Context: an optimization exercise on an open-source flow, tuned for small area, a short achievable clock period and few clock cycles per item. The choices shown serve that exercise and are no tape-out recipe. Only the layout flow was run in this run; the RTL was not checked for function there. Power is estimated from default activity; no workload was simulated.

<file path="flow/design.v">
module sa_coef_rom (
    input  wire [2:0]        bar,
    input  wire [5:0]        pos,
    output reg  signed [7:0] coef_sin,
    output reg  signed [7:0] coef_cos
);
    always @(*) begin
        case ({bar, pos})
            9'd0: begin coef_sin = 8'sd0; coef_cos = 8'sd0; end
            9'd1: begin coef_sin = 8'sd1; coef_cos = 8'sd6; end
            9'd2: begin coef_sin = 8'sd2; coef_cos = 8'sd12; end
            9'd3: begin coef_sin = 8'sd5; coef_cos = 8'sd18; end
            9'd4: begin coef_sin = 8'sd9; coef_cos = 8'sd23; end
            9'd5: begin coef_sin = 8'sd15; coef_cos = 8'sd27; end
            9'd6: begin coef_sin = 8'sd20; coef_cos = 8'sd31; end
            9'd7: begin coef_sin = 8'sd27; coef_cos = 8'sd33; end
            9'd8: begin coef_sin = 8'sd34; coef_cos = 8'sd34; end
            9'd9: begin coef_sin = 8'sd42; coef_cos = 8'sd34; end
            9'd10: begin coef_sin = 8'sd50; coef_cos = 8'sd33; end
            9'd11: begin coef_sin = 8'sd58; coef_cos = 8'sd31; end
            9'd12: begin coef_sin = 8'sd65; coef_cos = 8'sd27; end
            9'd13: begin coef_sin = 8'sd72; coef_cos = 8'sd22; end
            9'd14: begin coef_sin = 8'sd79; coef_cos = 8'sd16; end
            9'd15: begin coef_sin = 8'sd85; coef_cos = 8'sd8; end
            9'd16: begin coef_sin = 8'sd90; coef_cos = 8'sd0; end
            9'd17: begin coef_sin = 8'sd94; coef_cos = -8'sd9; end
            9'd18: begin coef_sin = 8'sd96; coef_cos = -8'sd19; end
            9'd19: begin coef_sin = 8'sd98; coef_cos = -8'sd30; end
            9'd20: begin coef_sin = 8'sd98; coef_cos = -8'sd40; end
            9'd21: begin coef_sin = 8'sd96; coef_cos = -8'sd51; end
            9'd22: begin coef_sin = 8'sd93; coef_cos = -8'sd62; end
            9'd23: begin coef_sin = 8'sd89; coef_cos = -8'sd73; end
            9'd24: begin coef_sin = 8'sd83; coef_cos = -8'sd83; end
            9'd25: begin coef_sin = 8'sd76; coef_cos = -8'sd92; end
            9'd26: begin coef_sin = 8'sd68; coef_cos = -8'sd101; end
            9'd27: begin coef_sin = 8'sd58; coef_cos = -8'sd109; end
            9'd28: begin coef_sin = 8'sd48; coef_cos = -8'sd115; end
            9'd29: begin coef_sin = 8'sd36; coef_cos = -8'sd120; end
            9'd30: begin coef_sin = 8'sd25; coef_cos = -8'sd124; end
            9'd31: begin coef_sin = 8'sd12; coef_cos = -8'sd126; end
            9'd32: begin coef_sin = 8'sd0; coef_cos = -8'sd127; end
            9'd33: begin coef_sin = -8'sd12; coef_cos = -8'sd126; end
            9'd34: begin coef_sin = -8'sd25; coef_cos = -8'sd124; end
            9'd35: begin coef_sin = -8'sd36; coef_cos = -8'sd120; end
            9'd36: begin coef_sin = -8'sd48; coef_cos = -8'sd115; end
            9'd37: begin coef_sin = -8'sd58; coef_cos = -8'sd109; end
            9'd38: begin coef_sin = -8'sd68; coef_cos = -8'sd101; end
            9'd39: begin coef_sin = -8'sd76; coef_cos = -8'sd92; end
            9'd40: begin coef_sin = -8'sd83; coef_cos = -8'sd83; end
            9'd41: begin coef_sin = -8'sd89; coef_cos = -8'sd73; end
            9'd42: begin coef_sin = -8'sd93; coef_cos = -8'sd62; end
            9'd43: begin coef_sin = -8'sd96; coef_cos = -8'sd51; end
            9'd44: begin coef_sin = -8'sd98; coef_cos = -8'sd40; end
            9'd45: begin coef_sin = -8'sd98; coef_cos = -8'sd30; end
            9'd46: begin coef_sin = -8'sd96; coef_cos = -8'sd19; end
            9'd47: begin coef_sin = -8'sd94; coef_cos = -8'sd9; end
            9'd48: begin coef_sin = -8'sd90; coef_cos = 8'sd0; end
            9'd49: begin coef_sin = -8'sd85; coef_cos = 8'sd8; end
            9'd50: begin coef_sin = -8'sd79; coef_cos = 8'sd16; end
            9'd51: begin coef_sin = -8'sd72; coef_cos = 8'sd22; end
            9'd52: begin coef_sin = -8'sd65; coef_cos = 8'sd27; end
            9'd53: begin coef_sin = -8'sd58; coef_cos = 8'sd31; end
            9'd54: begin coef_sin = -8'sd50; coef_cos = 8'sd33; end
            9'd55: begin coef_sin = -8'sd42; coef_cos = 8'sd34; end
            9'd56: begin coef_sin = -8'sd34; coef_cos = 8'sd34; end
            9'd57: begin coef_sin = -8'sd27; coef_cos = 8'sd33; end
            9'd58: begin coef_sin = -8'sd20; coef_cos = 8'sd31; end
            9'd59: begin coef_sin = -8'sd15; coef_cos = 8'sd27; end
            9'd60: begin coef_sin = -8'sd9; coef_cos = 8'sd23; end
            9'd61: begin coef_sin = -8'sd5; coef_cos = 8'sd18; end
            9'd62: begin coef_sin = -8'sd2; coef_cos = 8'sd12; end
            9'd63: begin coef_sin = -8'sd1; coef_cos = 8'sd6; end
            9'd64: begin coef_sin = 8'sd0; coef_cos = 8'sd0; end
            9'd65: begin coef_sin = 8'sd1; coef_cos = 8'sd6; end
            9'd66: begin coef_sin = 8'sd5; coef_cos = 8'sd12; end
            9'd67: begin coef_sin = 8'sd10; coef_cos = 8'sd15; end
            9'd68: begin coef_sin = 8'sd18; coef_cos = 8'sd18; end
            9'd69: begin coef_sin = 8'sd26; coef_cos = 8'sd17; end
            9'd70: begin coef_sin = 8'sd34; coef_cos = 8'sd14; end
            9'd71: begin coef_sin = 8'sd42; coef_cos = 8'sd8; end
            9'd72: begin coef_sin = 8'sd49; coef_cos = 8'sd0; end
            9'd73: begin coef_sin = 8'sd53; coef_cos = -8'sd11; end
            9'd74: begin coef_sin = 8'sd55; coef_cos = -8'sd23; end
            9'd75: begin coef_sin = 8'sd54; coef_cos = -8'sd36; end
            9'd76: begin coef_sin = 8'sd50; coef_cos = -8'sd50; end
            9'd77: begin coef_sin = 8'sd42; coef_cos = -8'sd63; end
            9'd78: begin coef_sin = 8'sd31; coef_cos = -8'sd74; end
            9'd79: begin coef_sin = 8'sd17; coef_cos = -8'sd84; end
            9'd80: begin coef_sin = 8'sd0; coef_cos = -8'sd90; end
            9'd81: begin coef_sin = -8'sd18; coef_cos = -8'sd92; end
            9'd82: begin coef_sin = -8'sd38; coef_cos = -8'sd91; end
            9'd83: begin coef_sin = -8'sd57; coef_cos = -8'sd85; end
            9'd84: begin coef_sin = -8'sd75; coef_cos = -8'sd75; end
            9'd85: begin coef_sin = -8'sd91; coef_cos = -8'sd61; end
            9'd86: begin coef_sin = -8'sd103; coef_cos = -8'sd43; end
            9'd87: begin coef_sin = -8'sd113; coef_cos = -8'sd22; end
            9'd88: begin coef_sin = -8'sd117; coef_cos = 8'sd0; end
            9'd89: begin coef_sin = -8'sd117; coef_cos = 8'sd23; end
            9'd90: begin coef_sin = -8'sd112; coef_cos = 8'sd47; end
            9'd91: begin coef_sin = -8'sd102; coef_cos = 8'sd68; end
            9'd92: begin coef_sin = -8'sd88; coef_cos = 8'sd88; end
            9'd93: begin coef_sin = -8'sd70; coef_cos = 8'sd104; end
            9'd94: begin coef_sin = -8'sd48; coef_cos = 8'sd117; end
            9'd95: begin coef_sin = -8'sd25; coef_cos = 8'sd124; end
            9'd96: begin coef_sin = 8'sd0; coef_cos = 8'sd127; end
            9'd97: begin coef_sin = 8'sd25; coef_cos = 8'sd124; end
            9'd98: begin coef_sin = 8'sd48; coef_cos = 8'sd117; end
            9'd99: begin coef_sin = 8'sd70; coef_cos = 8'sd104; end
            9'd100: begin coef_sin = 8'sd88; coef_cos = 8'sd88; end
            9'd101: begin coef_sin = 8'sd102; coef_cos = 8'sd68; end
            9'd102: begin coef_sin = 8'sd112; coef_cos = 8'sd47; end
            9'd103: begin coef_sin = 8'sd117; coef_cos = 8'sd23; end
            9'd104: begin coef_sin = 8'sd117; coef_cos = 8'sd0; end
            9'd105: begin coef_sin = 8'sd113; coef_cos = -8'sd22; end
            9'd106: begin coef_sin = 8'sd103; coef_cos = -8'sd43; end
            9'd107: begin coef_sin = 8'sd91; coef_cos = -8'sd61; end
            9'd108: begin coef_sin = 8'sd75; coef_cos = -8'sd75; end
            9'd109: begin coef_sin = 8'sd57; coef_cos = -8'sd85; end
            9'd110: begin coef_sin = 8'sd38; coef_cos = -8'sd91; end
            9'd111: begin coef_sin = 8'sd18; coef_cos = -8'sd92; end
            9'd112: begin coef_sin = 8'sd0; coef_cos = -8'sd90; end
            9'd113: begin coef_sin = -8'sd17; coef_cos = -8'sd84; end
            9'd114: begin coef_sin = -8'sd31; coef_cos = -8'sd74; end
            9'd115: begin coef_sin = -8'sd42; coef_cos = -8'sd63; end
            9'd116: begin coef_sin = -8'sd50; coef_cos = -8'sd50; end
            9'd117: begin coef_sin = -8'sd54; coef_cos = -8'sd36; end
            9'd118: begin coef_sin = -8'sd55; coef_cos = -8'sd23; end
            9'd119: begin coef_sin = -8'sd53; coef_cos = -8'sd11; end
            9'd120: begin coef_sin = -8'sd49; coef_cos = 8'sd0; end
            9'd121: begin coef_sin = -8'sd42; coef_cos = 8'sd8; end
            9'd122: begin coef_sin = -8'sd34; coef_cos = 8'sd14; end
            9'd123: begin coef_sin = -8'sd26; coef_cos = 8'sd17; end
            9'd124: begin coef_sin = -8'sd18; coef_cos = 8'sd18; end
            9'd125: begin coef_sin = -8'sd10; coef_cos = 8'sd15; end
            9'd126: begin coef_sin = -8'sd5; coef_cos = 8'sd12; end
            9'd127: begin coef_sin = -8'sd1; coef_cos = 8'sd6; end
            9'd128: begin coef_sin = 8'sd0; coef_cos = 8'sd0; end
            9'd129: begin coef_sin = 8'sd2; coef_cos = 8'sd6; end
            9'd130: begin coef_sin = 8'sd7; coef_cos = 8'sd10; end
            9'd131: begin coef_sin = 8'sd14; coef_cos = 8'sd12; end
            9'd132: begin coef_sin = 8'sd23; coef_cos = 8'sd9; end
            9'd133: begin coef_sin = 8'sd31; coef_cos = 8'sd3; end
            9'd134: begin coef_sin = 8'sd36; coef_cos = -8'sd7; end
            9'd135: begin coef_sin = 8'sd38; coef_cos = -8'sd20; end
            9'd136: begin coef_sin = 8'sd34; coef_cos = -8'sd34; end
            9'd137: begin coef_sin = 8'sd26; coef_cos = -8'sd48; end
            9'd138: begin coef_sin = 8'sd12; coef_cos = -8'sd59; end
            9'd139: begin coef_sin = -8'sd6; coef_cos = -8'sd65; end
            9'd140: begin coef_sin = -8'sd27; coef_cos = -8'sd65; end
            9'd141: begin coef_sin = -8'sd48; coef_cos = -8'sd58; end
            9'd142: begin coef_sin = -8'sd67; coef_cos = -8'sd45; end
            9'd143: begin coef_sin = -8'sd82; coef_cos = -8'sd25; end
            9'd144: begin coef_sin = -8'sd90; coef_cos = 8'sd0; end
            9'd145: begin coef_sin = -8'sd90; coef_cos = 8'sd27; end
            9'd146: begin coef_sin = -8'sd82; coef_cos = 8'sd55; end
            9'd147: begin coef_sin = -8'sd65; coef_cos = 8'sd79; end
            9'd148: begin coef_sin = -8'sd40; coef_cos = 8'sd98; end
            9'd149: begin coef_sin = -8'sd11; coef_cos = 8'sd108; end
            9'd150: begin coef_sin = 8'sd22; coef_cos = 8'sd110; end
            9'd151: begin coef_sin = 8'sd54; coef_cos = 8'sd101; end
            9'd152: begin coef_sin = 8'sd83; coef_cos = 8'sd83; end
            9'd153: begin coef_sin = 8'sd105; coef_cos = 8'sd56; end
            9'd154: begin coef_sin = 8'sd119; coef_cos = 8'sd24; end
            9'd155: begin coef_sin = 8'sd123; coef_cos = -8'sd12; end
            9'd156: begin coef_sin = 8'sd115; coef_cos = -8'sd48; end
            9'd157: begin coef_sin = 8'sd97; coef_cos = -8'sd80; end
            9'd158: begin coef_sin = 8'sd70; coef_cos = -8'sd105; end
            9'd159: begin coef_sin = 8'sd37; coef_cos = -8'sd121; end
            9'd160: begin coef_sin = 8'sd0; coef_cos = -8'sd127; end
            9'd161: begin coef_sin = -8'sd37; coef_cos = -8'sd121; end
            9'd162: begin coef_sin = -8'sd70; coef_cos = -8'sd105; end
            9'd163: begin coef_sin = -8'sd97; coef_cos = -8'sd80; end
            9'd164: begin coef_sin = -8'sd115; coef_cos = -8'sd48; end
            9'd165: begin coef_sin = -8'sd123; coef_cos = -8'sd12; end
            9'd166: begin coef_sin = -8'sd119; coef_cos = 8'sd24; end
            9'd167: begin coef_sin = -8'sd105; coef_cos = 8'sd56; end
            9'd168: begin coef_sin = -8'sd83; coef_cos = 8'sd83; end
            9'd169: begin coef_sin = -8'sd54; coef_cos = 8'sd101; end
            9'd170: begin coef_sin = -8'sd22; coef_cos = 8'sd110; end
            9'd171: begin coef_sin = 8'sd11; coef_cos = 8'sd108; end
            9'd172: begin coef_sin = 8'sd40; coef_cos = 8'sd98; end
            9'd173: begin coef_sin = 8'sd65; coef_cos = 8'sd79; end
            9'd174: begin coef_sin = 8'sd82; coef_cos = 8'sd55; end
            9'd175: begin coef_sin = 8'sd90; coef_cos = 8'sd27; end
            9'd176: begin coef_sin = 8'sd90; coef_cos = 8'sd0; end
            9'd177: begin coef_sin = 8'sd82; coef_cos = -8'sd25; end
            9'd178: begin coef_sin = 8'sd67; coef_cos = -8'sd45; end
            9'd179: begin coef_sin = 8'sd48; coef_cos = -8'sd58; end
            9'd180: begin coef_sin = 8'sd27; coef_cos = -8'sd65; end
            9'd181: begin coef_sin = 8'sd6; coef_cos = -8'sd65; end
            9'd182: begin coef_sin = -8'sd12; coef_cos = -8'sd59; end
            9'd183: begin coef_sin = -8'sd26; coef_cos = -8'sd48; end
            9'd184: begin coef_sin = -8'sd34; coef_cos = -8'sd34; end
            9'd185: begin coef_sin = -8'sd38; coef_cos = -8'sd20; end
            9'd186: begin coef_sin = -8'sd36; coef_cos = -8'sd7; end
            9'd187: begin coef_sin = -8'sd31; coef_cos = 8'sd3; end
            9'd188: begin coef_sin = -8'sd23; coef_cos = 8'sd9; end
            9'd189: begin coef_sin = -8'sd14; coef_cos = 8'sd12; end
            9'd190: begin coef_sin = -8'sd7; coef_cos = 8'sd10; end
            9'd191: begin coef_sin = -8'sd2; coef_cos = 8'sd6; end
            9'd192: begin coef_sin = 8'sd0; coef_cos = 8'sd0; end
            9'd193: begin coef_sin = 8'sd2; coef_cos = 8'sd6; end
            9'd194: begin coef_sin = 8'sd9; coef_cos = 8'sd9; end
            9'd195: begin coef_sin = 8'sd17; coef_cos = 8'sd7; end
            9'd196: begin coef_sin = 8'sd25; coef_cos = 8'sd0; end
            9'd197: begin coef_sin = 8'sd29; coef_cos = -8'sd12; end
            9'd198: begin coef_sin = 8'sd26; coef_cos = -8'sd26; end
            9'd199: begin coef_sin = 8'sd16; coef_cos = -8'sd40; end
            9'd200: begin coef_sin = 8'sd0; coef_cos = -8'sd49; end
            9'd201: begin coef_sin = -8'sd21; coef_cos = -8'sd50; end
            9'd202: begin coef_sin = -8'sd42; coef_cos = -8'sd42; end
            9'd203: begin coef_sin = -8'sd60; coef_cos = -8'sd25; end
            9'd204: begin coef_sin = -8'sd71; coef_cos = 8'sd0; end
            9'd205: begin coef_sin = -8'sd70; coef_cos = 8'sd29; end
            9'd206: begin coef_sin = -8'sd57; coef_cos = 8'sd57; end
            9'd207: begin coef_sin = -8'sd33; coef_cos = 8'sd79; end
            9'd208: begin coef_sin = 8'sd0; coef_cos = 8'sd90; end
            9'd209: begin coef_sin = 8'sd36; coef_cos = 8'sd87; end
            9'd210: begin coef_sin = 8'sd69; coef_cos = 8'sd69; end
            9'd211: begin coef_sin = 8'sd94; coef_cos = 8'sd39; end
            9'd212: begin coef_sin = 8'sd106; coef_cos = 8'sd0; end
            9'd213: begin coef_sin = 8'sd101; coef_cos = -8'sd42; end
            9'd214: begin coef_sin = 8'sd79; coef_cos = -8'sd79; end
            9'd215: begin coef_sin = 8'sd44; coef_cos = -8'sd106; end
            9'd216: begin coef_sin = 8'sd0; coef_cos = -8'sd117; end
            9'd217: begin coef_sin = -8'sd46; coef_cos = -8'sd110; end
            9'd218: begin coef_sin = -8'sd86; coef_cos = -8'sd86; end
            9'd219: begin coef_sin = -8'sd114; coef_cos = -8'sd47; end
            9'd220: begin coef_sin = -8'sd125; coef_cos = 8'sd0; end
            9'd221: begin coef_sin = -8'sd116; coef_cos = 8'sd48; end
            9'd222: begin coef_sin = -8'sd89; coef_cos = 8'sd89; end
            9'd223: begin coef_sin = -8'sd49; coef_cos = 8'sd117; end
            9'd224: begin coef_sin = 8'sd0; coef_cos = 8'sd127; end
            9'd225: begin coef_sin = 8'sd49; coef_cos = 8'sd117; end
            9'd226: begin coef_sin = 8'sd89; coef_cos = 8'sd89; end
            9'd227: begin coef_sin = 8'sd116; coef_cos = 8'sd48; end
            9'd228: begin coef_sin = 8'sd125; coef_cos = 8'sd0; end
            9'd229: begin coef_sin = 8'sd114; coef_cos = -8'sd47; end
            9'd230: begin coef_sin = 8'sd86; coef_cos = -8'sd86; end
            9'd231: begin coef_sin = 8'sd46; coef_cos = -8'sd110; end
            9'd232: begin coef_sin = 8'sd0; coef_cos = -8'sd117; end
            9'd233: begin coef_sin = -8'sd44; coef_cos = -8'sd106; end
            9'd234: begin coef_sin = -8'sd79; coef_cos = -8'sd79; end
            9'd235: begin coef_sin = -8'sd101; coef_cos = -8'sd42; end
            9'd236: begin coef_sin = -8'sd106; coef_cos = 8'sd0; end
            9'd237: begin coef_sin = -8'sd94; coef_cos = 8'sd39; end
            9'd238: begin coef_sin = -8'sd69; coef_cos = 8'sd69; end
            9'd239: begin coef_sin = -8'sd36; coef_cos = 8'sd87; end
            9'd240: begin coef_sin = 8'sd0; coef_cos = 8'sd90; end
            9'd241: begin coef_sin = 8'sd33; coef_cos = 8'sd79; end
            9'd242: begin coef_sin = 8'sd57; coef_cos = 8'sd57; end
            9'd243: begin coef_sin = 8'sd70; coef_cos = 8'sd29; end
            9'd244: begin coef_sin = 8'sd71; coef_cos = 8'sd0; end
            9'd245: begin coef_sin = 8'sd60; coef_cos = -8'sd25; end
            9'd246: begin coef_sin = 8'sd42; coef_cos = -8'sd42; end
            9'd247: begin coef_sin = 8'sd21; coef_cos = -8'sd50; end
            9'd248: begin coef_sin = 8'sd0; coef_cos = -8'sd49; end
            9'd249: begin coef_sin = -8'sd16; coef_cos = -8'sd40; end
            9'd250: begin coef_sin = -8'sd26; coef_cos = -8'sd26; end
            9'd251: begin coef_sin = -8'sd29; coef_cos = -8'sd12; end
            9'd252: begin coef_sin = -8'sd25; coef_cos = 8'sd0; end
            9'd253: begin coef_sin = -8'sd17; coef_cos = 8'sd7; end
            9'd254: begin coef_sin = -8'sd9; coef_cos = 8'sd9; end
            9'd255: begin coef_sin = -8'sd2; coef_cos = 8'sd6; end
            9'd256: begin coef_sin = 8'sd0; coef_cos = 8'sd0; end
            9'd257: begin coef_sin = 8'sd3; coef_cos = 8'sd5; end
            9'd258: begin coef_sin = 8'sd10; coef_cos = 8'sd7; end
            9'd259: begin coef_sin = 8'sd19; coef_cos = 8'sd2; end
            9'd260: begin coef_sin = 8'sd23; coef_cos = -8'sd9; end
            9'd261: begin coef_sin = 8'sd20; coef_cos = -8'sd24; end
            9'd262: begin coef_sin = 8'sd7; coef_cos = -8'sd36; end
            9'd263: begin coef_sin = -8'sd12; coef_cos = -8'sd41; end
            9'd264: begin coef_sin = -8'sd34; coef_cos = -8'sd34; end
            9'd265: begin coef_sin = -8'sd52; coef_cos = -8'sd16; end
            9'd266: begin coef_sin = -8'sd59; coef_cos = 8'sd12; end
            9'd267: begin coef_sin = -8'sd50; coef_cos = 8'sd41; end
            9'd268: begin coef_sin = -8'sd27; coef_cos = 8'sd65; end
            9'd269: begin coef_sin = 8'sd7; coef_cos = 8'sd75; end
            9'd270: begin coef_sin = 8'sd45; coef_cos = 8'sd67; end
            9'd271: begin coef_sin = 8'sd75; coef_cos = 8'sd40; end
            9'd272: begin coef_sin = 8'sd90; coef_cos = 8'sd0; end
            9'd273: begin coef_sin = 8'sd83; coef_cos = -8'sd44; end
            9'd274: begin coef_sin = 8'sd55; coef_cos = -8'sd82; end
            9'd275: begin coef_sin = 8'sd10; coef_cos = -8'sd102; end
            9'd276: begin coef_sin = -8'sd40; coef_cos = -8'sd98; end
            9'd277: begin coef_sin = -8'sd84; coef_cos = -8'sd69; end
            9'd278: begin coef_sin = -8'sd110; coef_cos = -8'sd22; end
            9'd279: begin coef_sin = -8'sd110; coef_cos = 8'sd33; end
            9'd280: begin coef_sin = -8'sd83; coef_cos = 8'sd83; end
            9'd281: begin coef_sin = -8'sd35; coef_cos = 8'sd114; end
            9'd282: begin coef_sin = 8'sd24; coef_cos = 8'sd119; end
            9'd283: begin coef_sin = 8'sd78; coef_cos = 8'sd95; end
            9'd284: begin coef_sin = 8'sd115; coef_cos = 8'sd48; end
            9'd285: begin coef_sin = 8'sd125; coef_cos = -8'sd12; end
            9'd286: begin coef_sin = 8'sd105; coef_cos = -8'sd70; end
            9'd287: begin coef_sin = 8'sd60; coef_cos = -8'sd112; end
            9'd288: begin coef_sin = 8'sd0; coef_cos = -8'sd127; end
            9'd289: begin coef_sin = -8'sd60; coef_cos = -8'sd112; end
            9'd290: begin coef_sin = -8'sd105; coef_cos = -8'sd70; end
            9'd291: begin coef_sin = -8'sd125; coef_cos = -8'sd12; end
            9'd292: begin coef_sin = -8'sd115; coef_cos = 8'sd48; end
            9'd293: begin coef_sin = -8'sd78; coef_cos = 8'sd95; end
            9'd294: begin coef_sin = -8'sd24; coef_cos = 8'sd119; end
            9'd295: begin coef_sin = 8'sd35; coef_cos = 8'sd114; end
            9'd296: begin coef_sin = 8'sd83; coef_cos = 8'sd83; end
            9'd297: begin coef_sin = 8'sd110; coef_cos = 8'sd33; end
            9'd298: begin coef_sin = 8'sd110; coef_cos = -8'sd22; end
            9'd299: begin coef_sin = 8'sd84; coef_cos = -8'sd69; end
            9'd300: begin coef_sin = 8'sd40; coef_cos = -8'sd98; end
            9'd301: begin coef_sin = -8'sd10; coef_cos = -8'sd102; end
            9'd302: begin coef_sin = -8'sd55; coef_cos = -8'sd82; end
            9'd303: begin coef_sin = -8'sd83; coef_cos = -8'sd44; end
            9'd304: begin coef_sin = -8'sd90; coef_cos = 8'sd0; end
            9'd305: begin coef_sin = -8'sd75; coef_cos = 8'sd40; end
            9'd306: begin coef_sin = -8'sd45; coef_cos = 8'sd67; end
            9'd307: begin coef_sin = -8'sd7; coef_cos = 8'sd75; end
            9'd308: begin coef_sin = 8'sd27; coef_cos = 8'sd65; end
            9'd309: begin coef_sin = 8'sd50; coef_cos = 8'sd41; end
            9'd310: begin coef_sin = 8'sd59; coef_cos = 8'sd12; end
            9'd311: begin coef_sin = 8'sd52; coef_cos = -8'sd16; end
            9'd312: begin coef_sin = 8'sd34; coef_cos = -8'sd34; end
            9'd313: begin coef_sin = 8'sd12; coef_cos = -8'sd41; end
            9'd314: begin coef_sin = -8'sd7; coef_cos = -8'sd36; end
            9'd315: begin coef_sin = -8'sd20; coef_cos = -8'sd24; end
            9'd316: begin coef_sin = -8'sd23; coef_cos = -8'sd9; end
            9'd317: begin coef_sin = -8'sd19; coef_cos = 8'sd2; end
            9'd318: begin coef_sin = -8'sd10; coef_cos = 8'sd7; end
            9'd319: begin coef_sin = -8'sd3; coef_cos = 8'sd5; end
            9'd320: begin coef_sin = 8'sd0; coef_cos = 8'sd0; end
            9'd321: begin coef_sin = 8'sd3; coef_cos = 8'sd5; end
            9'd322: begin coef_sin = 8'sd12; coef_cos = 8'sd5; end
            9'd323: begin coef_sin = 8'sd18; coef_cos = -8'sd4; end
            9'd324: begin coef_sin = 8'sd18; coef_cos = -8'sd18; end
            9'd325: begin coef_sin = 8'sd6; coef_cos = -8'sd30; end
            9'd326: begin coef_sin = -8'sd14; coef_cos = -8'sd34; end
            9'd327: begin coef_sin = -8'sd36; coef_cos = -8'sd24; end
            9'd328: begin coef_sin = -8'sd49; coef_cos = 8'sd0; end
            9'd329: begin coef_sin = -8'sd45; coef_cos = 8'sd30; end
            9'd330: begin coef_sin = -8'sd23; coef_cos = 8'sd55; end
            9'd331: begin coef_sin = 8'sd13; coef_cos = 8'sd64; end
            9'd332: begin coef_sin = 8'sd50; coef_cos = 8'sd50; end
            9'd333: begin coef_sin = 8'sd74; coef_cos = 8'sd15; end
            9'd334: begin coef_sin = 8'sd74; coef_cos = -8'sd31; end
            9'd335: begin coef_sin = 8'sd47; coef_cos = -8'sd71; end
            9'd336: begin coef_sin = 8'sd0; coef_cos = -8'sd90; end
            9'd337: begin coef_sin = -8'sd52; coef_cos = -8'sd78; end
            9'd338: begin coef_sin = -8'sd91; coef_cos = -8'sd38; end
            9'd339: begin coef_sin = -8'sd100; coef_cos = 8'sd20; end
            9'd340: begin coef_sin = -8'sd75; coef_cos = 8'sd75; end
            9'd341: begin coef_sin = -8'sd21; coef_cos = 8'sd107; end
            9'd342: begin coef_sin = 8'sd43; coef_cos = 8'sd103; end
            9'd343: begin coef_sin = 8'sd95; coef_cos = 8'sd64; end
            9'd344: begin coef_sin = 8'sd117; coef_cos = 8'sd0; end
            9'd345: begin coef_sin = 8'sd99; coef_cos = -8'sd66; end
            9'd346: begin coef_sin = 8'sd47; coef_cos = -8'sd112; end
            9'd347: begin coef_sin = -8'sd24; coef_cos = -8'sd121; end
            9'd348: begin coef_sin = -8'sd88; coef_cos = -8'sd88; end
            9'd349: begin coef_sin = -8'sd123; coef_cos = -8'sd25; end
            9'd350: begin coef_sin = -8'sd117; coef_cos = 8'sd48; end
            9'd351: begin coef_sin = -8'sd70; coef_cos = 8'sd105; end
            9'd352: begin coef_sin = 8'sd0; coef_cos = 8'sd127; end
            9'd353: begin coef_sin = 8'sd70; coef_cos = 8'sd105; end
            9'd354: begin coef_sin = 8'sd117; coef_cos = 8'sd48; end
            9'd355: begin coef_sin = 8'sd123; coef_cos = -8'sd25; end
            9'd356: begin coef_sin = 8'sd88; coef_cos = -8'sd88; end
            9'd357: begin coef_sin = 8'sd24; coef_cos = -8'sd121; end
            9'd358: begin coef_sin = -8'sd47; coef_cos = -8'sd112; end
            9'd359: begin coef_sin = -8'sd99; coef_cos = -8'sd66; end
            9'd360: begin coef_sin = -8'sd117; coef_cos = 8'sd0; end
            9'd361: begin coef_sin = -8'sd95; coef_cos = 8'sd64; end
            9'd362: begin coef_sin = -8'sd43; coef_cos = 8'sd103; end
            9'd363: begin coef_sin = 8'sd21; coef_cos = 8'sd107; end
            9'd364: begin coef_sin = 8'sd75; coef_cos = 8'sd75; end
            9'd365: begin coef_sin = 8'sd100; coef_cos = 8'sd20; end
            9'd366: begin coef_sin = 8'sd91; coef_cos = -8'sd38; end
            9'd367: begin coef_sin = 8'sd52; coef_cos = -8'sd78; end
            9'd368: begin coef_sin = 8'sd0; coef_cos = -8'sd90; end
            9'd369: begin coef_sin = -8'sd47; coef_cos = -8'sd71; end
            9'd370: begin coef_sin = -8'sd74; coef_cos = -8'sd31; end
            9'd371: begin coef_sin = -8'sd74; coef_cos = 8'sd15; end
            9'd372: begin coef_sin = -8'sd50; coef_cos = 8'sd50; end
            9'd373: begin coef_sin = -8'sd13; coef_cos = 8'sd64; end
            9'd374: begin coef_sin = 8'sd23; coef_cos = 8'sd55; end
            9'd375: begin coef_sin = 8'sd45; coef_cos = 8'sd30; end
            9'd376: begin coef_sin = 8'sd49; coef_cos = 8'sd0; end
            9'd377: begin coef_sin = 8'sd36; coef_cos = -8'sd24; end
            9'd378: begin coef_sin = 8'sd14; coef_cos = -8'sd34; end
            9'd379: begin coef_sin = -8'sd6; coef_cos = -8'sd30; end
            9'd380: begin coef_sin = -8'sd18; coef_cos = -8'sd18; end
            9'd381: begin coef_sin = -8'sd18; coef_cos = -8'sd4; end
            9'd382: begin coef_sin = -8'sd12; coef_cos = 8'sd5; end
            9'd383: begin coef_sin = -8'sd3; coef_cos = 8'sd5; end
            9'd384: begin coef_sin = 8'sd0; coef_cos = 8'sd0; end
            9'd385: begin coef_sin = 8'sd4; coef_cos = 8'sd5; end
            9'd386: begin coef_sin = 8'sd12; coef_cos = 8'sd2; end
            9'd387: begin coef_sin = 8'sd16; coef_cos = -8'sd9; end
            9'd388: begin coef_sin = 8'sd9; coef_cos = -8'sd23; end
            9'd389: begin coef_sin = -8'sd9; coef_cos = -8'sd30; end
            9'd390: begin coef_sin = -8'sd31; coef_cos = -8'sd20; end
            9'd391: begin coef_sin = -8'sd43; coef_cos = 8'sd4; end
            9'd392: begin coef_sin = -8'sd34; coef_cos = 8'sd34; end
            9'd393: begin coef_sin = -8'sd5; coef_cos = 8'sd54; end
            9'd394: begin coef_sin = 8'sd33; coef_cos = 8'sd50; end
            9'd395: begin coef_sin = 8'sd62; coef_cos = 8'sd19; end
            9'd396: begin coef_sin = 8'sd65; coef_cos = -8'sd27; end
            9'd397: begin coef_sin = 8'sd36; coef_cos = -8'sd67; end
            9'd398: begin coef_sin = -8'sd16; coef_cos = -8'sd79; end
            9'd399: begin coef_sin = -8'sd66; coef_cos = -8'sd54; end
            9'd400: begin coef_sin = -8'sd90; coef_cos = 8'sd0; end
            9'd401: begin coef_sin = -8'sd73; coef_cos = 8'sd60; end
            9'd402: begin coef_sin = -8'sd19; coef_cos = 8'sd96; end
            9'd403: begin coef_sin = 8'sd48; coef_cos = 8'sd90; end
            9'd404: begin coef_sin = 8'sd98; coef_cos = 8'sd40; end
            9'd405: begin coef_sin = 8'sd104; coef_cos = -8'sd32; end
            9'd406: begin coef_sin = 8'sd62; coef_cos = -8'sd93; end
            9'd407: begin coef_sin = -8'sd11; coef_cos = -8'sd114; end
            9'd408: begin coef_sin = -8'sd83; coef_cos = -8'sd83; end
            9'd409: begin coef_sin = -8'sd119; coef_cos = -8'sd12; end
            9'd410: begin coef_sin = -8'sd101; coef_cos = 8'sd68; end
            9'd411: begin coef_sin = -8'sd36; coef_cos = 8'sd118; end
            9'd412: begin coef_sin = 8'sd48; coef_cos = 8'sd115; end
            9'd413: begin coef_sin = 8'sd111; coef_cos = 8'sd59; end
            9'd414: begin coef_sin = 8'sd124; coef_cos = -8'sd25; end
            9'd415: begin coef_sin = 8'sd80; coef_cos = -8'sd98; end
            9'd416: begin coef_sin = 8'sd0; coef_cos = -8'sd127; end
            9'd417: begin coef_sin = -8'sd80; coef_cos = -8'sd98; end
            9'd418: begin coef_sin = -8'sd124; coef_cos = -8'sd25; end
            9'd419: begin coef_sin = -8'sd111; coef_cos = 8'sd59; end
            9'd420: begin coef_sin = -8'sd48; coef_cos = 8'sd115; end
            9'd421: begin coef_sin = 8'sd36; coef_cos = 8'sd118; end
            9'd422: begin coef_sin = 8'sd101; coef_cos = 8'sd68; end
            9'd423: begin coef_sin = 8'sd119; coef_cos = -8'sd12; end
            9'd424: begin coef_sin = 8'sd83; coef_cos = -8'sd83; end
            9'd425: begin coef_sin = 8'sd11; coef_cos = -8'sd114; end
            9'd426: begin coef_sin = -8'sd62; coef_cos = -8'sd93; end
            9'd427: begin coef_sin = -8'sd104; coef_cos = -8'sd32; end
            9'd428: begin coef_sin = -8'sd98; coef_cos = 8'sd40; end
            9'd429: begin coef_sin = -8'sd48; coef_cos = 8'sd90; end
            9'd430: begin coef_sin = 8'sd19; coef_cos = 8'sd96; end
            9'd431: begin coef_sin = 8'sd73; coef_cos = 8'sd60; end
            9'd432: begin coef_sin = 8'sd90; coef_cos = 8'sd0; end
            9'd433: begin coef_sin = 8'sd66; coef_cos = -8'sd54; end
            9'd434: begin coef_sin = 8'sd16; coef_cos = -8'sd79; end
            9'd435: begin coef_sin = -8'sd36; coef_cos = -8'sd67; end
            9'd436: begin coef_sin = -8'sd65; coef_cos = -8'sd27; end
            9'd437: begin coef_sin = -8'sd62; coef_cos = 8'sd19; end
            9'd438: begin coef_sin = -8'sd33; coef_cos = 8'sd50; end
            9'd439: begin coef_sin = 8'sd5; coef_cos = 8'sd54; end
            9'd440: begin coef_sin = 8'sd34; coef_cos = 8'sd34; end
            9'd441: begin coef_sin = 8'sd43; coef_cos = 8'sd4; end
            9'd442: begin coef_sin = 8'sd31; coef_cos = -8'sd20; end
            9'd443: begin coef_sin = 8'sd9; coef_cos = -8'sd30; end
            9'd444: begin coef_sin = -8'sd9; coef_cos = -8'sd23; end
            9'd445: begin coef_sin = -8'sd16; coef_cos = -8'sd9; end
            9'd446: begin coef_sin = -8'sd12; coef_cos = 8'sd2; end
            9'd447: begin coef_sin = -8'sd4; coef_cos = 8'sd5; end
            9'd448: begin coef_sin = 8'sd0; coef_cos = 8'sd0; end
            9'd449: begin coef_sin = 8'sd4; coef_cos = 8'sd4; end
            9'd450: begin coef_sin = 8'sd12; coef_cos = 8'sd0; end
            9'd451: begin coef_sin = 8'sd13; coef_cos = -8'sd13; end
            9'd452: begin coef_sin = 8'sd0; coef_cos = -8'sd25; end
            9'd453: begin coef_sin = -8'sd22; coef_cos = -8'sd22; end
            9'd454: begin coef_sin = -8'sd37; coef_cos = 8'sd0; end
            9'd455: begin coef_sin = -8'sd30; coef_cos = 8'sd30; end
            9'd456: begin coef_sin = 8'sd0; coef_cos = 8'sd49; end
            9'd457: begin coef_sin = 8'sd38; coef_cos = 8'sd38; end
            9'd458: begin coef_sin = 8'sd60; coef_cos = 8'sd0; end
            9'd459: begin coef_sin = 8'sd46; coef_cos = -8'sd46; end
            9'd460: begin coef_sin = 8'sd0; coef_cos = -8'sd71; end
            9'd461: begin coef_sin = -8'sd53; coef_cos = -8'sd53; end
            9'd462: begin coef_sin = -8'sd81; coef_cos = 8'sd0; end
            9'd463: begin coef_sin = -8'sd60; coef_cos = 8'sd60; end
            9'd464: begin coef_sin = 8'sd0; coef_cos = 8'sd90; end
            9'd465: begin coef_sin = 8'sd67; coef_cos = 8'sd67; end
            9'd466: begin coef_sin = 8'sd98; coef_cos = 8'sd0; end
            9'd467: begin coef_sin = 8'sd72; coef_cos = -8'sd72; end
            9'd468: begin coef_sin = 8'sd0; coef_cos = -8'sd106; end
            9'd469: begin coef_sin = -8'sd77; coef_cos = -8'sd77; end
            9'd470: begin coef_sin = -8'sd112; coef_cos = 8'sd0; end
            9'd471: begin coef_sin = -8'sd81; coef_cos = 8'sd81; end
            9'd472: begin coef_sin = 8'sd0; coef_cos = 8'sd117; end
            9'd473: begin coef_sin = 8'sd85; coef_cos = 8'sd85; end
            9'd474: begin coef_sin = 8'sd122; coef_cos = 8'sd0; end
            9'd475: begin coef_sin = 8'sd87; coef_cos = -8'sd87; end
            9'd476: begin coef_sin = 8'sd0; coef_cos = -8'sd125; end
            9'd477: begin coef_sin = -8'sd89; coef_cos = -8'sd89; end
            9'd478: begin coef_sin = -8'sd126; coef_cos = 8'sd0; end
            9'd479: begin coef_sin = -8'sd90; coef_cos = 8'sd90; end
            9'd480: begin coef_sin = 8'sd0; coef_cos = 8'sd127; end
            9'd481: begin coef_sin = 8'sd90; coef_cos = 8'sd90; end
            9'd482: begin coef_sin = 8'sd126; coef_cos = 8'sd0; end
            9'd483: begin coef_sin = 8'sd89; coef_cos = -8'sd89; end
            9'd484: begin coef_sin = 8'sd0; coef_cos = -8'sd125; end
            9'd485: begin coef_sin = -8'sd87; coef_cos = -8'sd87; end
            9'd486: begin coef_sin = -8'sd122; coef_cos = 8'sd0; end
            9'd487: begin coef_sin = -8'sd85; coef_cos = 8'sd85; end
            9'd488: begin coef_sin = 8'sd0; coef_cos = 8'sd117; end
            9'd489: begin coef_sin = 8'sd81; coef_cos = 8'sd81; end
            9'd490: begin coef_sin = 8'sd112; coef_cos = 8'sd0; end
            9'd491: begin coef_sin = 8'sd77; coef_cos = -8'sd77; end
            9'd492: begin coef_sin = 8'sd0; coef_cos = -8'sd106; end
            9'd493: begin coef_sin = -8'sd72; coef_cos = -8'sd72; end
            9'd494: begin coef_sin = -8'sd98; coef_cos = 8'sd0; end
            9'd495: begin coef_sin = -8'sd67; coef_cos = 8'sd67; end
            9'd496: begin coef_sin = 8'sd0; coef_cos = 8'sd90; end
            9'd497: begin coef_sin = 8'sd60; coef_cos = 8'sd60; end
            9'd498: begin coef_sin = 8'sd81; coef_cos = 8'sd0; end
            9'd499: begin coef_sin = 8'sd53; coef_cos = -8'sd53; end
            9'd500: begin coef_sin = 8'sd0; coef_cos = -8'sd71; end
            9'd501: begin coef_sin = -8'sd46; coef_cos = -8'sd46; end
            9'd502: begin coef_sin = -8'sd60; coef_cos = 8'sd0; end
            9'd503: begin coef_sin = -8'sd38; coef_cos = 8'sd38; end
            9'd504: begin coef_sin = 8'sd0; coef_cos = 8'sd49; end
            9'd505: begin coef_sin = 8'sd30; coef_cos = 8'sd30; end
            9'd506: begin coef_sin = 8'sd37; coef_cos = 8'sd0; end
            9'd507: begin coef_sin = 8'sd22; coef_cos = -8'sd22; end
            9'd508: begin coef_sin = 8'sd0; coef_cos = -8'sd25; end
            9'd509: begin coef_sin = -8'sd13; coef_cos = -8'sd13; end
            9'd510: begin coef_sin = -8'sd12; coef_cos = 8'sd0; end
            9'd511: begin coef_sin = -8'sd4; coef_cos = 8'sd4; end
            default: begin coef_sin = 8'sd0; coef_cos = 8'sd0; end
        endcase
    end
endmodule
module sa_transform (
    input  wire        clk,
    input  wire        rst,           
    input  wire        in_valid,
    output wire        in_ready,
    input  wire [7:0]  in_sample,     
    output wire        out_valid,
    input  wire        out_ready,
    output wire [2:0]  out_bar,
    output wire [33:0] out_mag
);
    localparam W = 64;
    localparam B = 8;
    localparam [1:0] S_COLLECT = 2'd0,
                     S_MAC     = 2'd1,
                     S_MAG     = 2'd2,
                     S_OUT     = 2'd3;
    reg [1:0]        state;
    reg [5:0]        pos;           
    reg [2:0]        bar;           
    reg signed [7:0] win [0:W-1];   
    reg signed [20:0] acc_a;
    reg signed [20:0] acc_b;
    reg [33:0]       mag;
    wire signed [7:0] coef_sin;
    wire signed [7:0] coef_cos;
    sa_coef_rom u_rom (
        .bar      (bar),
        .pos      (pos),
        .coef_sin (coef_sin),
        .coef_cos (coef_cos)
    );
    wire signed [7:0]  sample = win[pos];
    wire signed [15:0] prod_a = coef_sin * sample;
    wire signed [15:0] prod_b = coef_cos * sample;
    wire [20:0]        abs_a = acc_a[20] ? -acc_a : acc_a;
    wire [20:0]        abs_b = acc_b[20] ? -acc_b : acc_b;
    wire [16:0]        div_a = abs_a[20:4];    
    wire [16:0]        div_b = abs_b[20:4];    
    wire [33:0]        sq_a  = div_a * div_a;
    wire [33:0]        sq_b  = div_b * div_b;
    assign in_ready  = (state == S_COLLECT);
    assign out_valid = (state == S_OUT);
    assign out_bar   = bar;
    assign out_mag   = mag;
    always @(posedge clk) begin
        if (rst) begin
            state <= S_COLLECT;
            pos   <= 6'd0;
            bar   <= 3'd0;
            acc_a <= 21'sd0;
            acc_b <= 21'sd0;
            mag   <= 34'd0;
        end else begin
            case (state)
                S_COLLECT: begin
                    if (in_valid) begin
                        win[pos] <= in_sample;
                        pos      <= pos + 6'd1;
                        if (pos == W - 1) begin
                            state <= S_MAC;
                            bar   <= 3'd0;
                            acc_a <= 21'sd0;
                            acc_b <= 21'sd0;
                        end
                    end
                end
                S_MAC: begin
                    acc_a <= acc_a + prod_a;
                    acc_b <= acc_b + prod_b;
                    pos   <= pos + 6'd1;
                    if (pos == W - 1)
                        state <= S_MAG;
                end
                S_MAG: begin
                    mag   <= sq_a + sq_b;
                    state <= S_OUT;
                end
                S_OUT: begin
                    if (out_ready) begin
                        acc_a <= 21'sd0;
                        acc_b <= 21'sd0;
                        if (bar == B - 1) begin
                            bar   <= 3'd0;
                            state <= S_COLLECT;
                        end else begin
                            bar   <= bar + 3'd1;
                            state <= S_MAC;
                        end
                    end
                end
            endcase
        end
    end
endmodule
</file>
<file path="flow/run.sh">
#!/bin/bash
# synth_recipe.tcl (not shown) runs the flow's synth.tcl, then flattens the netlist and writes it again
# the make line also repeats each setting of config.mk as NAME=value (left out here)
make -C /OpenROAD-flow-scripts/flow DESIGN_CONFIG=/design/flow/config.mk WORK_HOME=/design/flow/orfs CLKGATE_MAP_FILE= SYNTH_SCRIPT=/design/flow/synth_recipe.tcl finish
</file>
<file path="flow/config.mk">
export PLATFORM = sky130hd
export DESIGN_NAME = sa_transform
export DESIGN_NICKNAME = sa_transform
export VERILOG_FILES = /design/flow/design.v
export SDC_FILE = /design/flow/constraint.sdc
export NUM_CORES = 4
export LEC_CHECK = 0
export CAP_MARGIN = 20
export CORE_MARGIN = 2
export CORE_UTILIZATION = 40
export PLACE_DENSITY = 0.6
export SLEW_MARGIN = 20
export SYNTH_MEMORY_MAX_BITS = 16384
</file>
<file path="flow/constraint.sdc">
create_clock -name core_clock -period 10.0 [get_ports {clk}]
set_input_delay 2.0000 -clock core_clock [delete_from_list [all_inputs] [get_ports {clk}]]
set_output_delay 2.0000 -clock core_clock [all_outputs]
set_load 0.01 [all_outputs]
</file>
==> run summary <==
-- per-stage QoR --
| step | area [sq um] | std cells | util [%] | hold WS [ps] |
|---|---|---|---|---|
| floorplan | 55600 | 5280 | - | 439 |
| global placement | 59600 | 7126 | 43.3 | 437 |
| detailed placement | 59600 | 7126 | 43.3 | 442 |
| CTS | 61800 | 7244 | 44.9 | 452 |
| global route | 61900 | 7246 | 45.0 | 490 |
| finish | 61900 | 7248 | 45.0 | 445 |
-- registers in the layout (all words and copies together), names as in the netlist, named ones only --
signal,flops
pos,6
win,512
acc_b,21
acc_a,21
state,2
bar,3
mag,34
-- per-layer routing --
metal / wire length, um / global-route usage [%] / share of wire [%] / vias up
met1: 80900 / 37.5 / 40 / 21200
met4: 13600 / 16.0 / 6.8 / 6
met2: 90100 / 44.8 / 45 / 2029
li1: - / - / - / 18100
met3: 15900 / 5.23 / 7.9 / 583
met5: 45 / 0 / 0.022 / -
-- worst min-delay path, cell delays in order (launching register included) --
cell     delay, ps
dfxtp_1        320
nand2_1         40
o21ai_0         50
-- layout make-up --
| cell class | instances | area (sq um) |
|---|---|---|
| antenna | 2 | 5.00 |
| sequential | 605 | 17300 |
| clock buffer | 85 | 1780 |
| tap | 1794 | 2240 |
| clock inverter | 33 | 452 |
| timing repair buffer | 347 | 2870 |
| inverter | 851 | 3190 |
| fill | 13000 | 75600 |
| multi-input combinational | 3531 | 34100 |
-- how the worst min path moves through the flow --
| stage | start | end | slack, ps | cells after the start |
|---|---|---|---|---|
| 2_1_floorplan | acc_a[3] | acc_a[3] | 440 | 2 |
| 5_1_grt | mag[21] | mag[21] | 490 | 2 |
| 6_report | mag[21] | mag[21] | 440 | 2 |
| 3_3_place_gp | mag[21] | mag[21] | 440 | 2 |
| 4_1_cts | mag[21] | mag[21] | 450 | 2 |
| 3_5_place_dp | mag[21] | mag[21] | 440 | 2 |
-- synth_stat cells (8+ instances only) --
cell / count / area, sq um
clkbuf_1: 233 / 875
edfxtp_1: 512 / 15400
o211ai_1: 27 / 203
o22ai_1: 39 / 244
nor2_1: 451 / 1690
or2_2: 22 / 138
and2_1: 24 / 150
mux2i_1: 44 / 440
a311oi_1: 23 / 201
o21a_1: 15 / 113
a21o_1: 27 / 203
o21ai_0: 255 / 1280
a31oi_1: 42 / 263
nand4_1: 12 / 75.1
dfxtp_1: 93 / 1860
o311ai_0: 23 / 201
a221oi_1: 17 / 149
ha_1: 325 / 4070
buf_1: 50 / 188
a21oi_1: 213 / 1070
o21bai_1: 10 / 75.1
nor3_1: 71 / 355
nor2b_1: 42 / 263
a2111oi_0: 16 / 140
nand3_1: 82 / 410
inv_1: 826 / 3100
a22o_1: 12 / 105
o31ai_1: 14 / 105
mux4_2: 182 / 4100
o221ai_1: 19 / 166
xnor2_1: 91 / 797
nand2b_1: 69 / 432
fa_1: 629 / 12600
clkinv_1: 16 / 60.1
o32ai_1: 8 / 70.1
xor2_1: 31 / 272
nand3b_1: 8 / 60.1
or3_1: 14 / 87.6
inv_2: 9 / 33.8
nand2_1: 424 / 1590
a211oi_1: 57 / 428
a41oi_1: 8 / 70.1
a22oi_1: 17 / 128
-- what timing repair did --
action                     CTS  global route
setup endpoints to repair    0             9
resized for setup            0            10
hold buffers                 0             0
buffers inserted             0             2
-- where the power goes --
part / switching, mW / internal (mW)
clock network: 1.08 / 1.42
registers: 0.0451 / 2.75
logic: 1.90 / 1.23
total: 3.03 / 5.40
-- cells by family after synthesis --
family | count (synthesis)
AOI/OAI and AO/OA | 914
xor gates and xnor gates | 125
adders and majority gates | 954
buffers and inverters | 1144
DFF | 605
muxes | 230
other | 2
and+or+nand+nor | 1254
==> results.toml <==
[sta]
hold_viol_final = 0
skew_ps = 67.8
timing.final.crit_share_pct = 94.9
grt_setup_unrepaired = "false"
relSlewSlack_pct = 13.7
finalSetupViolations = 0
drv_slew = 0
tightest_slew_ps = 1290
fin_setup_tns_ps = 0
clock.fmax_ghz = 0.105
setup_ws_ps = 508
post-route-min-period_ps = 9490

[yosys]
ys_seq_area_share_pct = 31.1
syn_avg_cell_area_sq_um = 10.6
synthSimpleGateAreaFrac_pct = 10.0
ys.flop_type = "edfxtp_1"
synth_top_family_by_area = "adder cells"
synth_cell_types = 93
netlist_area_sq_mm = 0.0554
ys_ff_latch = 605
synth_compound_area_share_pct = 10.6
synth-xor-area-share_pct = 2.04
syn_inst = 5228
synthMuxAreaShare_pct = 8.28
synth-edff-count = 512
synthArstFlopShare_pct = 0
yosys_warnings = 2
synthAdderAreaFrac_pct = 30.1

[critical_path]
critPathBufInv = 6
crit_family = "adder cells"
regToRegSetupSlack_ps = 510
cp_max_fo = 7
arrival_ps = 10000
cp-startpoint = "acc_b[0]"
slowest_stage = "or4_4"
path_depth = 32
r2r_cells = 32
cp-start-kind = "flop"
timing.rr.end = "mag[33]"
crit_required_ps = 10510
end_kind = "flop"
worst-setup-path-type = "flop to flop"
critPathMaxStageDelay_ps = 540
worstSetupEndpoint = "mag[33]"
crit_path_frequent_cell = "fa_1"
rr_startpoint = "acc_b[0]"

[grt]
antenna_found_initial = 6
grt_pass1_wl_mm = 297
grt_pass1_vias = 43500
grt_max_degree = 107
grt_use_total_pct = 28.6
gr-total-overflow = 0

[placement]
dpl.hpwl_mm = 152
place_ws_ps = 100
portBuffers = 50
gp_congestion = 1.04

[run]
maxCapViolations = 0

[power]
p_per_area_mw_per_mm2 = 136
power.total_mw = 8.43
p_leak_nw = 25.6
vdd_ir_drop_max_v = 0.000129

[cts]
clk_pin_slew_worst_paths_ps = 50
clockBufferDepth = 3
cts_tree = "yes"
cts_buffers = 68
htree_num_levels = 3
cts_root_buf = "clkbuf_16"
cts.sinks = 605
clkLatencyLatePin_ps = 690

[die]
die_h_um = 376
ioPinCount = 51
core_area_sq_mm = 0.137
dieWidth_um = 376
initial_utilization_pct = 40.3
die_area_sq_mm = 0.141
fp-row-count = 136

[route]
dr.pass1.iters = 6
drc = 0
wirelength_mm = 201
drt-initial-drc-count = 4580
wl_per_cell_um = 27.7
vias_per_cell = 5.78
vias = 41900
antenna_left = 0

[finish]
drive_gt1_share_pct = 12.3
final_cell_mix = "inv_1, fa_1, edfxtp_1"
final_nets = 6370
area_growth_pct = 11.8
final_common_cell = "inv_1"

[hold_path]
hp-class = "flop to flop"

[status]
status = "complete, no violations"

==> static timing again, ports no longer ideal <==
No port has a modelled driver above. Below, the same layout with a new extraction and two added sets of constraints.
Step 1 (the two cells are an assumption about what drives the block):
set clk [get_ports {clk}]
set_driving_cell -lib_cell sky130_fd_sc_hd__clkbuf_16 $clk
set_driving_cell -lib_cell sky130_fd_sc_hd__buf_2 [delete_from_list [all_inputs] $clk]
Step 2, shift: input delay + t, output delay - t, t = (earliest + latest rising clock arrival at the registers) / 2. This alone moves slack from input paths to output paths.
a / b / c = ideal ports / drivers / drivers and shift; a / b = the first two.
shift t [ns]: 0.718
setup slack, ns: 0.508 / 0.508 / 0.508
worst slew at a driven data input, ns: 0.04
After both steps setup and hold are still met in this run. For this run, drivers alone change the setup slack by 0.000 ns; drivers and shift together by 0.000 ns.
